Context: an optimization exercise on an open-source flow, tuned for small area, a short achievable clock period and few clock cycles per item. The choices shown serve that exercise and are no tape-out recipe. Only simulation tests tie the RTL to the original design; equivalence was not proved.

## flow/design.v

```verilog
module padd #(parameter W = 8) (
    input  wire [W-1:0] a,
    input  wire [W-1:0] b,
    input  wire         ci,
    output wire [W-1:0] s,
    output wire         co
);
    localparam L = (W > 32) ? 6 : (W > 16) ? 5 : (W > 8) ? 4 : (W > 4) ? 3 : (W > 2) ? 2 : 1;
    wire [W-1:0] g [0:L];
    wire [W-1:0] p [0:L];
    wire [W-1:0] x = a ^ b;
    assign g[0] = (a & b) | {{(W-1){1'b0}}, x[0] & ci};
    assign p[0] = x;
    genvar l, i;
    generate
        for (l = 0; l < L; l = l + 1) begin : lv
            for (i = 0; i < W; i = i + 1) begin : bt
                if ((i >> l) & 1) begin : cb
                    localparam integer J = ((i >> l) << l) - 1;
                    assign g[l+1][i] = g[l][i] | (p[l][i] & g[l][J]);
                    assign p[l+1][i] = p[l][i] & p[l][J];
                end else begin : ps
                    assign g[l+1][i] = g[l][i];
                    assign p[l+1][i] = p[l][i];
                end
            end
        end
    endgenerate
    assign s  = x ^ {g[L][W-2:0], ci};
    assign co = g[L][W-1];
endmodule
module pinc #(parameter W = 8) (
    input  wire [W-1:0] a,
    input  wire         ci,
    output wire [W-1:0] s
);
    localparam L = (W > 32) ? 6 : (W > 16) ? 5 : (W > 8) ? 4 : (W > 4) ? 3 : (W > 2) ? 2 : 1;
    wire [W-1:0] p [0:L];
    assign p[0] = a;
    genvar l, i;
    generate
        for (l = 0; l < L; l = l + 1) begin : lv
            for (i = 0; i < W; i = i + 1) begin : bt
                if ((i >> l) & 1) begin : cb
                    localparam integer J = ((i >> l) << l) - 1;
                    assign p[l+1][i] = p[l][i] & p[l][J];
                end else begin : ps
                    assign p[l+1][i] = p[l][i];
                end
            end
        end
    endgenerate
    assign s = a ^ ({p[L][W-2:0], 1'b1} & {W{ci}});
endmodule
module pgt #(parameter W = 8) (
    input  wire [W-1:0] a,
    input  wire [W-1:0] b,
    output wire         gt
);
    wire [W-1:0] s;
    padd #(.W(W)) u (.a(a), .b(~b), .ci(1'b0), .s(s), .co(gt));
endmodule
module tz24 (
    input  wire [23:0] f,
    output reg  [4:0]  n
);
    integer i;
    always @* begin
        n = 5'd24;
        for (i = 23; i >= 0; i = i - 1)
            if (f[i]) n = i[4:0];
    end
endmodule
module lz27 (
    input  wire [26:0] f,
    output reg  [4:0]  n
);
    integer i;
    always @* begin
        n = 5'd26;
        for (i = 0; i <= 26; i = i + 1)
            if (f[i]) n = 5'd26 - i[4:0];
    end
endmodule
module fp32_align (
    input  wire [31:0] a,
    input  wire [31:0] b,
    output wire        swap,
    output wire [7:0]  exe,
    output wire [23:0] fx,
    output wire [26:0] my
);
    wire        anz  = |a[30:23];
    wire        bnz  = |b[30:23];
    wire [7:0]  eae  = {a[30:24], a[23] | ~anz};
    wire [7:0]  ebe  = {b[30:24], b[23] | ~bnz};
    pgt #(.W(31)) u_gt (.a(b[30:0]), .b(a[30:0]), .gt(swap));
    wire [8:0]  dab  = {1'b0, eae} - {1'b0, ebe};
    wire [7:0]  dba  = ebe - eae;
    wire [7:0]  dexp = dab[8] ? dba : dab[7:0];      
    assign exe = swap ? ebe : eae;
    assign fx  = swap ? {bnz, b[22:0]} : {anz, a[22:0]};
    wire [23:0] fy   = swap ? {anz, a[22:0]} : {bnz, b[22:0]};
    wire [4:0]  tz;
    tz24 u_tz (.f(fy), .n(tz));
    wire        sticky = (dexp > {3'b000, tz} + 8'd3) & (|fy);
    wire        far    = (|dexp[7:5]) | (dexp[4:0] > 5'd26);
    assign my = (far ? 27'd0 : ({fy, 3'b000} >> dexp[4:0])) | {26'd0, sticky};
endmodule
module fp32_round (
    input  wire [7:0]  e,
    input  wire [26:0] n,
    output wire [30:0] m
);
    wire        rnd = n[2] & (n[1] | n[0] | n[3]);
    wire [8:0]  eh  = {1'b0, e} + {8'd0, n[26]};
    wire [31:0] pk;
    pinc #(.W(32)) u_inc (.a({eh, n[25:3]}), .ci(rnd), .s(pk));
    wire        ovf = pk[31] | (&pk[30:23]);
    assign m = ovf ? {8'hFF, 23'd0} : pk[30:0];
endmodule
module fp32_add (
    input  wire [31:0] a,
    input  wire [31:0] b,
    output wire [31:0] z
);
    wire        swap;
    wire [7:0]  exe;
    wire [23:0] fx;
    wire [26:0] my;
    fp32_align u_al (.a(a), .b(b), .swap(swap), .exe(exe), .fx(fx), .my(my));
    wire        sx   = swap ? b[31] : a[31];
    wire        sub  = a[31] ^ b[31];
    wire a_nan = (&a[30:23]) & (|a[22:0]);
    wire b_nan = (&b[30:23]) & (|b[22:0]);
    wire a_inf = (&a[30:23]) & ~(|a[22:0]);
    wire b_inf = (&b[30:23]) & ~(|b[22:0]);
    wire nan   = a_nan | b_nan | (a_inf & b_inf & sub);
    wire inf   = a_inf | b_inf;
    wire same  = (a[30:0] == b[30:0]);
    wire [27:0] r;
    padd #(.W(28)) u_add (.a({1'b0, fx, 3'b000}), .b({sub, my ^ {27{sub}}}), .ci(sub), .s(r), .co());
    wire [26:0] lim  = (exe > 8'd26) ? 27'd0 : (27'h4000000 >> (exe - 8'd1));
    wire [4:0]  lz;
    lz27 u_lz (.f(r[26:0] | lim), .n(lz));
    wire [26:0] n    = r[27] ? {r[27:2], r[1] | r[0]} : (r[26:0] << lz);
    wire [7:0]  e    = r[27] ? exe : (exe - 8'd1 - {3'd0, lz});    
    wire [30:0] m;
    fp32_round u_rd (.e(e), .n(n), .m(m));
    assign z = nan          ? 32'h7FC00000 :
               inf          ? {sx, 8'hFF, 23'd0} :
               (sub & same) ? 32'h00000000 :
                              {sx, m};
endmodule
module fp32_addsub (
    input  wire [31:0] l,
    input  wire [31:0] r,
    output wire [31:0] s,
    output wire [31:0] d
);
    wire        swap;
    wire [7:0]  exe;
    wire [23:0] fx;
    wire [26:0] my;
    fp32_align u_al (.a(l), .b(r), .swap(swap), .exe(exe), .fx(fx), .my(my));
    wire        ss   = swap ? r[31] : l[31];     
    wire        ds   = swap ? ~r[31] : l[31];    
    wire        sub  = l[31] ^ r[31];             
    wire l_nan = (&l[30:23]) & (|l[22:0]);
    wire r_nan = (&r[30:23]) & (|r[22:0]);
    wire l_inf = (&l[30:23]) & ~(|l[22:0]);
    wire r_inf = (&r[30:23]) & ~(|r[22:0]);
    wire inf   = l_inf | r_inf;
    wire same  = (l[30:0] == r[30:0]);
    wire [27:0] sa;
    padd #(.W(28)) u_sa (.a({1'b0, fx, 3'b000}), .b({1'b0, my}), .ci(1'b0), .s(sa), .co());
    wire [26:0] na = sa[27] ? {sa[27:2], sa[1] | sa[0]} : sa[26:0];
    wire [7:0]  ea = sa[27] ? exe : exe - 8'd1;
    wire [30:0] madd;
    fp32_round u_ra (.e(ea), .n(na), .m(madd));
    wire [26:0] sd;
    padd #(.W(27)) u_sd (.a({fx, 3'b000}), .b(~my), .ci(1'b1), .s(sd), .co());
    wire [26:0] lim  = (exe > 8'd26) ? 27'd0 : (27'h4000000 >> (exe - 8'd1));
    wire [4:0]  lz;
    lz27 u_lz (.f(sd | lim), .n(lz));
    wire [26:0] nd = sd << lz;
    wire [7:0]  ed = exe - 8'd1 - {3'd0, lz};
    wire [30:0] msub;
    fp32_round u_rs (.e(ed), .n(nd), .m(msub));
    wire [30:0] ms = sub ? msub : madd;
    wire [30:0] md = sub ? madd : msub;
    assign s = (l_nan | r_nan | (l_inf & r_inf & sub))  ? 32'h7FC00000 :
               inf                                       ? {ss, 8'hFF, 23'd0} :
               (sub & same)                              ? 32'h00000000 :
                                                           {ss, ms};
    assign d = (l_nan | r_nan | (l_inf & r_inf & ~sub)) ? 32'h7FC00000 :
               inf                                       ? {ds, 8'hFF, 23'd0} :
               (~sub & same)                             ? 32'h00000000 :
                                                           {ds, md};
endmodule
module csa #(parameter W = 48) (
    input  wire [W-1:0] x,
    input  wire [W-1:0] y,
    input  wire [W-1:0] z,
    output wire [W-1:0] s,
    output wire [W-1:0] c
);
    assign s = x ^ y ^ z;
    assign c = {(x[W-2:0] & y[W-2:0]) | (x[W-2:0] & z[W-2:0]) | (y[W-2:0] & z[W-2:0]), 1'b0};
endmodule
module fp32_mround (
    input  wire [47:0] p,
    input  wire [4:0]  q,
    input  wire [9:0]  em1,
    output wire [30:0] m,
    output wire        ovf
);
    wire [28:0] w    = p[47:19] >> (q - 5'd20);    
    wire [23:0] mant = w[24:1];
    wire        g    = w[0];
    wire        st20 = |p[18:0];
    reg         st;
    always @* begin
        case (q)
            5'd20:   st = st20;
            5'd21:   st = st20 | p[19];
            5'd22:   st = st20 | (|p[20:19]);
            5'd23:   st = st20 | (|p[21:19]);
            default: st = st20 | (|p[22:19]);
        endcase
    end
    wire        rnd  = g & (st | mant[0]);
    wire [10:0] eh   = {1'b0, em1} + {10'd0, mant[23]};
    wire [33:0] pk;
    pinc #(.W(34)) u_inc (.a({eh, mant[22:0]}), .ci(rnd), .s(pk));
    assign ovf = (|pk[33:31]) | (&pk[30:23]);
    assign m   = pk[30:0];
endmodule
module fp32_mul_k (
    input  wire [31:0] a,
    input  wire        mono,
    output wire [31:0] z
);
    wire        anz  = |a[30:23];
    wire [23:0] ma   = {anz, a[22:0]};
    wire [7:0]  ea   = {a[30:24], a[23] | ~anz};
    wire        a_nan  = (&a[30:23]) & (|a[22:0]);
    wire        a_inf  = (&a[30:23]) & ~(|a[22:0]);
    wire        a_zero = ~(|a[30:0]);
    wire [23:0] mst = ma & {24{~mono}};
    wire [25:0] t;                                      
    padd #(.W(26)) u_t (.a({2'b00, mst}), .b({1'b0, mst, 1'b0}), .ci(1'b0), .s(t), .co());
    wire [47:0] r0 = {1'b0, ma, 23'd0};
    wire [47:0] r1 = {23'd0, mst, 1'b0} | {4'd0, ma & {24{mono}}, 20'd0};
    wire [47:0] r2 = {19'd0, t, 3'd0};
    wire [47:0] r3 = {15'd0, t, 7'd0};
    wire [47:0] r4 = {11'd0, t, 11'd0};
    wire [47:0] r5 = {7'd0, t, 15'd0};
    wire [47:0] s1, c1, s2, c2, s3, c3, s4, c4;
    csa u_c1 (.x(r0), .y(r1), .z(r2), .s(s1), .c(c1));
    csa u_c2 (.x(r3), .y(r4), .z(r5), .s(s2), .c(c2));
    csa u_c3 (.x(s1), .y(c1), .z(s2), .s(s3), .c(c3));
    csa u_c4 (.x(s3), .y(c3), .z(c2), .s(s4), .c(c4));
    wire [47:0] p;
    padd #(.W(48)) u_p (.a(s4), .b(c4), .ci(1'b0), .s(p), .co());
    reg  [4:0]  q;
    always @* begin
        if (anz)             q = p[47] ? 5'd24 : 5'd23;
        else if (mono)       q = p[46] ? 5'd23 : p[45] ? 5'd22 : p[44] ? 5'd21 : 5'd20;
        else                 q = p[46] ? 5'd23 : p[45] ? 5'd22 : 5'd21;
    end
    wire [9:0]  em1  = {2'b00, ea} + {5'd0, q} + (mono ? 10'd0 : 10'h3FF) - 10'd21;
    wire [30:0] m;
    wire        ovf;
    fp32_mround u_rd (.p(p), .q(q), .em1(em1), .m(m), .ovf(ovf));
    assign z = a_nan  ? 32'h7FC00000 :
               (a_inf | ovf) ? {a[31], 8'hFF, 23'd0} :
               a_zero ? {a[31], 31'd0} :
                        {a[31], m};
endmodule
module fp32_mul_m (
    input  wire [31:0] a,
    input  wire        zero,
    input  wire        neg,
    output wire [31:0] z
);
    wire        anz  = |a[30:23];
    wire [23:0] ma   = {anz, a[22:0]};
    wire [7:0]  ea   = {a[30:24], a[23] | ~anz};
    wire        a_nan  = (&a[30:23]) & (|a[22:0]);
    wire        a_inf  = (&a[30:23]) & ~(|a[22:0]);
    wire        a_zero = ~(|a[30:0]);
    wire        sz   = a[31] ^ neg;
    wire [47:0] m48 = {24'd0, ma};
    wire [47:0] r0 = m48 << 24;
    wire [47:0] r1 = ~(m48 << 21);
    wire [47:0] r2 = m48 << 15;
    wire [47:0] r3 = ~(m48 << 11);
    wire [47:0] r4 = m48 << 8;
    wire [47:0] r5 = m48 << 6;
    wire [47:0] r6 = (m48 << 3) | 48'd2;    
    wire [47:0] r7 = m48 << 1;
    wire [47:0] s1, c1, s2, c2, s3, c3, s4, c4, s5, c5, s6, c6;
    csa u_c1 (.x(r0), .y(r1), .z(r2), .s(s1), .c(c1));
    csa u_c2 (.x(r3), .y(r4), .z(r5), .s(s2), .c(c2));
    csa u_c3 (.x(s1), .y(c1), .z(s2), .s(s3), .c(c3));
    csa u_c4 (.x(c2), .y(r6), .z(r7), .s(s4), .c(c4));
    csa u_c5 (.x(s3), .y(c3), .z(s4), .s(s5), .c(c5));
    csa u_c6 (.x(s5), .y(c5), .z(c4), .s(s6), .c(c6));
    wire [47:0] p;
    padd #(.W(48)) u_p (.a(s6), .b(c6), .ci(1'b0), .s(p), .co());
    reg  [4:0]  q;
    always @* begin
        if (anz)  q = p[47] ? 5'd24 : 5'd23;
        else      q = p[46] ? 5'd23 : 5'd22;
    end
    wire [9:0]  em1  = {2'b00, ea} + {5'd0, q} - 10'd23;
    wire [30:0] m;
    wire        ovf;
    fp32_mround u_rd (.p(p), .q(q), .em1(em1), .m(m), .ovf(ovf));
    assign z = (a_nan | (zero & a_inf)) ? 32'h7FC00000 :
               (zero | a_zero)          ? {sz, 31'd0} :
               (a_inf | ovf)            ? {sz, 8'hFF, 23'd0} :
                                          {sz, m};
endmodule
module mpx_enc (
    input  wire        clk,
    input  wire        rst,
    input  wire        in_valid,
    output wire        in_ready,
    input  wire        in_stereo,
    input  wire [31:0] in_left,
    input  wire [31:0] in_right,
    input  wire [31:0] in_slot,
    output reg         out_valid,
    output reg  [31:0] out_contrib,
    output reg  [31:0] out_obuf
);
    reg         rdy;
    reg  [3:0]  ph;
    assign in_ready = rdy;
    wire take = in_valid & rdy;
    reg         v0, mono0;
    reg  [3:0]  ph0;
    reg  [31:0] l0, r0, slot0;
    reg         v1, mono1;
    reg  [3:0]  ph1;
    reg  [31:0] s1, d1, slot1;
    reg         v2, mono2;
    reg  [3:0]  ph2;
    reg  [31:0] t1_2, t2_2, slot2;
    reg         v3, mono3;
    reg  [3:0]  ph3;
    reg  [31:0] a3, slot3;
    reg         v4;
    reg  [31:0] c4, slot4;
    wire [31:0] s_w, d_w, t1_w, t2_w, a_w, c_w, o_w;
    fp32_addsub u_sd (.l(l0), .r(r0), .s(s_w), .d(d_w));
    wire m_zero = (ph1 == 4'd0) | (ph1 == 4'd3) | (ph1 == 4'd6) | (ph1 == 4'd9);
    wire m_neg  = (ph1 == 4'd4) | (ph1 == 4'd5) | (ph1 == 4'd10) | (ph1 == 4'd11);
    wire [31:0] t2_m;
    fp32_mul_k u_t1 (.a(s1), .mono(mono1), .z(t1_w));
    fp32_mul_m u_t2 (.a(d1), .zero(m_zero), .neg(m_neg), .z(t2_m));
    assign t2_w = mono1 ? 32'h80000000 : t2_m;
    fp32_add u_a (.a(t1_2), .b(t2_2), .z(a_w));
    reg [31:0] t3;
    always @* begin
        if (mono3) t3 = 32'h80000000;
        else case (ph3)
            4'd1, 4'd5:   t3 = 32'h3EE66666;
            4'd2, 4'd4:   t3 = 32'h3F478841;
            4'd3:         t3 = 32'h3F666666;
            4'd7, 4'd11:  t3 = 32'hBEE66666;
            4'd8, 4'd10:  t3 = 32'hBF478841;
            4'd9:         t3 = 32'hBF666666;
            default:      t3 = 32'h00000000;
        endcase
    end
    fp32_add u_c (.a(a3), .b(t3), .z(c_w));
    fp32_add u_o (.a(slot4), .b(c4), .z(o_w));
    always @(posedge clk) begin
        rdy <= ~rst;
        if (rst) begin
            ph        <= 4'd0;
            v0        <= 1'b0;
            v1        <= 1'b0;
            v2        <= 1'b0;
            v3        <= 1'b0;
            v4        <= 1'b0;
            out_valid <= 1'b0;
        end else begin
            if (take & in_stereo) ph <= (ph == 4'd11) ? 4'd0 : ph + 4'd1;
            v0        <= take;
            v1        <= v0;
            v2        <= v1;
            v3        <= v2;
            v4        <= v3;
            out_valid <= v4;
        end
        mono0 <= ~in_stereo;
        ph0   <= ph;
        l0    <= in_left;
        r0    <= in_stereo ? in_right : 32'h80000000;
        slot0 <= in_slot;
        mono1 <= mono0; ph1 <= ph0; s1 <= s_w; d1 <= d_w; slot1 <= slot0;
        mono2 <= mono1; ph2 <= ph1; t1_2 <= t1_w; t2_2 <= t2_w; slot2 <= slot1;
        mono3 <= mono2; ph3 <= ph2; a3 <= a_w; slot3 <= slot2;
        c4 <= c_w; slot4 <= slot3;
        out_contrib <= c4;
        out_obuf    <= o_w;
    end
endmodule
```

## flow/constraint.sdc

```tcl
create_clock -name core_clock -period 40.0 [get_ports {clk}]
set_input_delay 8.0000 -clock core_clock [delete_from_list [all_inputs] [get_ports {clk}]]
set_output_delay 8.0000 -clock core_clock [all_outputs]
set_load 0.01 [all_outputs]
```

## flow/run.sh

```bash
#!/bin/bash
# synth_recipe.tcl (not shown) runs the flow's synth.tcl, then flattens the netlist and writes it again
# the make line also repeats each setting of config.mk as NAME=value (left out here)
make -C /OpenROAD-flow-scripts/flow DESIGN_CONFIG=/design/flow/config.mk WORK_HOME=/design/flow/orfs CLKGATE_MAP_FILE= SYNTH_SCRIPT=/design/flow/synth_recipe.tcl finish
```

## flow/config.mk

```make
export PLATFORM = sky130hd
export DESIGN_NAME = mpx_enc
export DESIGN_NICKNAME = mpx_enc
export VERILOG_FILES = /design/flow/design.v
export SDC_FILE = /design/flow/constraint.sdc
export NUM_CORES = 4
export LEC_CHECK = 0
export ABC_AREA = 1
export CAP_MARGIN = 20
export CORE_MARGIN = 2
export CORE_UTILIZATION = 40
export SLEW_MARGIN = 20
```

==> reports/metrics.csv <==
metric;value;unit
status;no timing/DRC/antenna violations;
drt_iter0_drc;5159;
synth.area.mux_share;0.191;%
place_ws;24.92;ns
clockRootBuffer;clkbuf_16;
hold_viol_final;0;
gp_congestion;0.939;
cp_num_buf_inv;15;
fmax;65.8;MHz
final_util;43.2;%
tns;0;ns
place_area;71100;sq um
synth_area;68100;sq um
drive_above_1_share;5.51;%
worstPathRequired;40.58;ns
synth_area_leader_cell;dfxtp_1;
cts.repair.resized;0;
synth-xor-area-share;5.43;%
crit_type;flip-flop to flip-flop;
seq_area_frac_synth;15.1;%
cpPeakStageDelay;0.56;ns
synth-seq-cells;513;
cts_sinks;513;
hold_buffers;0;
drcViolationCount;0;
grt_pass1_wl;366000;microns
worst_pin_slew;1.18;ns
clkLatencyLatePin;0.72;ns
first_pass_iters;6;
final_cells;13000;
crit_arrival;15.78;ns
postCtsSetupBuffers;0;
vias;69000;
synth-simple-area-share;35.1;%
grt_pass1_vias;66000;
synth_edf_count;0;
placed_cells;12900;
io_pins;166;
hp-class;flip-flop to flip-flop;
cap_violations;0;
syn_avg_cell_area;6.30;sq um
grtUsageTotal;26.3;%
grt_max_degree;104;
synthCells;10800;
layout.nets;11700;
die_h;417;microns
ant_nets;0;
area.growth.synth_to_final;7.43;%
dp_hpwl;195000;microns
stdcell_area;73200;sq um
wl;233000;microns
finalSetupViolCount;0;
clk_pin_slew;0.07;ns
cts_tree;yes;
cts_buffers;59;
crit_path_end_kind;flip-flop;
critPathMaxFanout;56;
ys_warn_count;13;
synth_cell_types;96;
start_kind;flip-flop;
synthAdderAreaFrac;18.8;%
period_needed;15.20;ns
avgRoutedWirePerCell;17.9;microns
fin_crit_sh;38.0;%
grt-ovfl-total;0;
port-buffer-count;165;
antenna_found_initial;8;
num_antenna_cells;0;
clockBufferDepth;3;
via_per_inst;5.30;
drv_slew;0;
synth_top_family_by_area;simple AND/OR/NAND/NOR gates;
synth_top_area_share;15.1;%
initial_core_util;40.2;%
slew_headroom;20.8;%
synthArstFlopShare;0;%
synthFlopType;dfxtp_1;
cpMostUsedCell;nand2_1;
row_count;151;
final_common_cell;nand2_1;
htreeDepth;2;
synth_area_leaders;dfxtp_1 15%, nand2_1 15%, ha_1 12%;
coreArea;169000;sq um
fin_worst_skew;0.0496;ns
die_width;417;microns
dieArea;174000;sq um
slowest_stage;clkinv_1;
setup_ws;24.80;ns
layout_common_cells;2730 x nand2_1, 1732 x inv_1, 1079 x nand3_1, 860 x nor2_1, 629 x ha_1;
critical_path.top_delay_family;simple AND/OR/NAND/NOR gates;
rsz0062_at_grt;false;
synth_compound_area_share;12.7;%
cell usage after synthesis (all sizes together), types with 118 or more instances:
library cell and number:
nand2 2798, inv 1797, nand3 1105, nor2 973, o21ai 735, ha 629, dfxtp 513, a21oi 373
xor2 303, fa 247, buf 200, nand4 182, clkbuf 128, nor3 118
worst paths after layout:
kind         startpoint  endpoint  slack (ns)  depth (start not counted)
min reg2reg    slot3[2]  slot4[2]        0.32                          0
max               mono1  t1_2[24]       24.80                         94
min            slot3[2]  slot4[2]        0.32                          0
max reg2reg       mono1  t1_2[24]       24.80                         94
final cells by class:
cell class	count	area, sq um
Clock buffer	74	1590
Multi-Input combinational cell	8164	49200
Clock inverter	36	459
Tap cell	2218	2780
Timing Repair Buffer	212	2010
Fill cell	18200	96100
Inverter	1814	6810
Sequential cell	513	10300
per-layer routing:
| layer | wire length [microns] | vias up | GRT usage [%] |
|---|---|---|---|
| met5 | 15 | - | 0 |
| met4 | 11600 | 2 | 12.0 |
| met3 | 10900 | 457 | 2.50 |
| met2 | 114000 | 1920 | 47.3 |
| met1 | 97000 | 32000 | 31.6 |
| li1 | - | 34600 | - |
per-stage QoR:
| stage | hold WS [ns] |
|---|---|
| global route | 0.327 |
| floorplan | 0.310 |
| detailed placement | 0.312 |
| global placement | 0.311 |
| CTS | 0.325 |
| finish | 0.324 |
cell families (layout without fill, tap and decap cells):
kind of cell,Yosys count,after routing
compound gates,1465,1465
xor+xnor,416,416
fa+ha+maj,876,876
buf+inv,2142,2136
flops,513,513
mux,13,13
other cells,1,4
simple gates,5390,5390
Testbench counts, summed over its fixed seeds: cycles 8,048, items 8,000.

-- static timing again, ports no longer ideal --
The results above use ideal ports. As a check the final layout listed here was re-extracted and re-timed, cells and wires unchanged. Step 1 (the two cells are an assumption about what drives the block):
set clk [get_ports {clk}]
set_driving_cell -lib_cell sky130_fd_sc_hd__clkbuf_16 $clk
set_driving_cell -lib_cell sky130_fd_sc_hd__buf_2 [delete_from_list [all_inputs] $clk]
Step 2, shift: input delay + t, output delay - t, t = (earliest + latest rising clock arrival at the registers) / 2. This alone moves slack from input paths to output paths. Three values: no drivers, after step 1, after step 2; two values: the first two.
shift t [ns]: 0.787
setup slack, ns: 24.798 / 24.798 / 24.798
hold slack, ns: 0.324 / 0.324 / 0.324
worst register clock-pin slew, ns: 0.08 / 0.08
worst data-port slew with drivers (ns): 0.08
After both steps setup and hold are still met in this run. The setup slack of this run moves by 0.000 ns with the drivers and by 0.000 ns with both steps.
